This is an optimization exercise on Yosys and OpenROAD, whose aim is small area, a short achievable clock period and few clock cycles, not a production implementation.
Function was checked by simulation only, so behaviour that the tests miss may differ from the original.
Power figures rest on the tool's default switching activity, not on a simulated workload.

== run 1 ==
==> flow/design.v (excerpt) <==
module inv16_core (
    input  wire         clk,
    input  wire         rst,           
    input  wire         start,         
    input  wire [15:0]  nsteps,        
    output wire         busy,
    input  wire         hw_we,
    input  wire [4:0]   hw_sel,        
    input  wire [15:0]  hw_data,
    output wire [255:0] regs,          
    output wire [15:0]  pc_o,
    output wire         dir_o,         
    output wire [1:0]   err_o,
    output wire         halted_o,
    output wire         brk_o,         
    output reg          mem_req,
    output reg          mem_we,
    output reg  [15:0]  mem_addr,
    output wire [15:0]  mem_wdata,     
    input  wire         mem_ack,
    input  wire [15:0]  mem_rdata      
);
    localparam S_IDLE  = 4'd0;
    localparam S_FETCH = 4'd1;    
    localparam S_EXEC  = 4'd2;    
    localparam S_SRMW  = 4'd3;    
    localparam S_DIV   = 4'd4;    
    localparam S_MUL   = 4'd5;    
    localparam S_SRR   = 4'd6;    
    localparam S_DRAIN = 4'd7;    
    localparam S_DIVA  = 4'd8;    
    localparam S_UNDO  = 4'd9;    
    localparam S_TWIN  = 4'd10;   
    localparam OP_ADD = 4'h0, OP_SUB = 4'h1, OP_ROR = 4'h2, OP_ROL = 4'h3;
    localparam OP_SHR = 4'h4, OP_SHL = 4'h5, OP_AND = 4'h6, OP_ORA = 4'h7;
    localparam OP_MUL = 4'h8, OP_DIV = 4'h9, OP_CMP = 4'hA, OP_JEQ = 4'hB;
  ...
clock: 11.0 ns
lec_check: 0
cap_margin: 30
core_margin: 2
core_utilization: 45
slew_margin: 30
tns_end_percent: 25
standard.sh (not shown) runs the stock make flow with config.mk's settings and CLKGATE_MAP_FILE= SYNTH_SCRIPT=/design/flow/synth_recipe.tcl, a recipe that flattens the netlist after the stock synthesis.
==> flow/flow/run.sh <==
#!/bin/bash
set -euo pipefail
export BUFFER_PORTS_ARGS="-buffer_cell sky130_fd_sc_hd__buf_1"
export SETUP_SLACK_MARGIN=6.5
bash standard.sh > standard.log 2>&1
Testbench counts of run 1, summed over its fixed seeds: cycles 122,403.
The following lists how run 2 was set up differently from run 1:
- swapping 25 for 10 in TNS_END_PERCENT
==> flow/flow/run.sh <==
#!/bin/bash
set -euo pipefail
export BUFFER_PORTS_ARGS="-buffer_cell sky130_fd_sc_hd__buf_1"
export SETUP_SLACK_MARGIN=7
bash standard.sh > standard.log 2>&1
[summary]
Higher worst-case clock skew was reported by run 1, not run 2. Run 2 vs. run 1: global-route wire length before repair went up by about 0.8%. Sequential share of layout area: run 2 vs run 1 down 0.66 points. In run 2, the clock share of power came out 0.4 points below the value in run 1. Against run 1, total power in run 2 rose slightly.
Here is what was changed in the inputs of run 3 compared with run 2.
==> flow/flow/run.sh <==
#!/bin/bash
set -euo pipefail
export BUFFER_PORTS_ARGS="-buffer_cell sky130_fd_sc_hd__buf_1"
export SETUP_SLACK_MARGIN=6
bash standard.sh > standard.log 2>&1
==> comparison <==
Summary of run 3 over run 2: sum of internal, switching and leakage power dropped 0.086 mW; global placer's final weighted congestion went down about 2.7%; total of clock buffers placed in the layout now sits higher.
Type of the worst setup path: reg2out -> run 3, in2out -> run 2
Run 3 vs run 2: critical path depth up
Here is what was changed in the inputs of run 4 compared with run 3.
- a change of CORE_UTILIZATION from 45 to 50
==> flow/flow/run.sh <==
#!/bin/bash
set -euo pipefail
export BUFFER_PORTS_ARGS="-buffer_cell sky130_fd_sc_hd__buf_1"
export SETUP_SLACK_MARGIN=6.5
bash standard.sh > standard.log 2>&1
Results
Clock insertion delay at the later pin of the skew report across run 4 and run 3: no real change. Per the comparison of run 4 with run 3, count of clock buffers in the final design saw a decrease, cell-internal power saw a decrease, post-place instance area saw a decrease. The area of all placed cells without fillers number comes out lower for run 3 vs run 4. Summary of the comparison: number of non-clock buffers in the layout is higher in run 4, relative to run 3. Run 4 has depth of the worst register-to-register path below what run 3 had. Relative to run 3, the wire length of the first global-routing pass of run 4 is higher by 3.6%. Worst hold slack in run 4 is 17 ps lower than in run 3. Diff run 4 and run 3: count of filler cells inserted in the layout higher in run 3. Relative to run 3, run 4 improves power.

port drivers added, routing unchanged:
In the flow no input, the clock included, has a driving cell. The finished layouts below were timed again as built, in two steps.
Step 1, drivers: a clkbuf_16 drives clk and a buf_2 each remaining input, both assumed.
Step 2 moves the port delays by t, midway between the first and last clock arrival at a register: inputs arrive t later, outputs are due t later. That takes back most of the time a late clock gives input paths.
a / b / c = ideal ports / drivers / drivers and shift; a / b = the first two.
| run | shift t [ns] | slack for setup (ns) | worst setup path after step 2 |
|---|---|---|---|
| run 1 | 0.697 | 6.013 / 5.941 / 5.662 | input to register |
| run 2 | 0.676 | 6.215 / 6.161 / 5.873 | input to register |
| run 3 | 0.689 | 5.765 / 5.698 / 5.638 | input to register |
| run 4 | 0.693 | 5.967 / 5.898 / 5.382 | input to register |
After both steps every run listed still meets setup and hold. For run 4, which loses most, drivers alone change the setup slack by -0.069 ns; drivers and shift together by -0.585 ns.
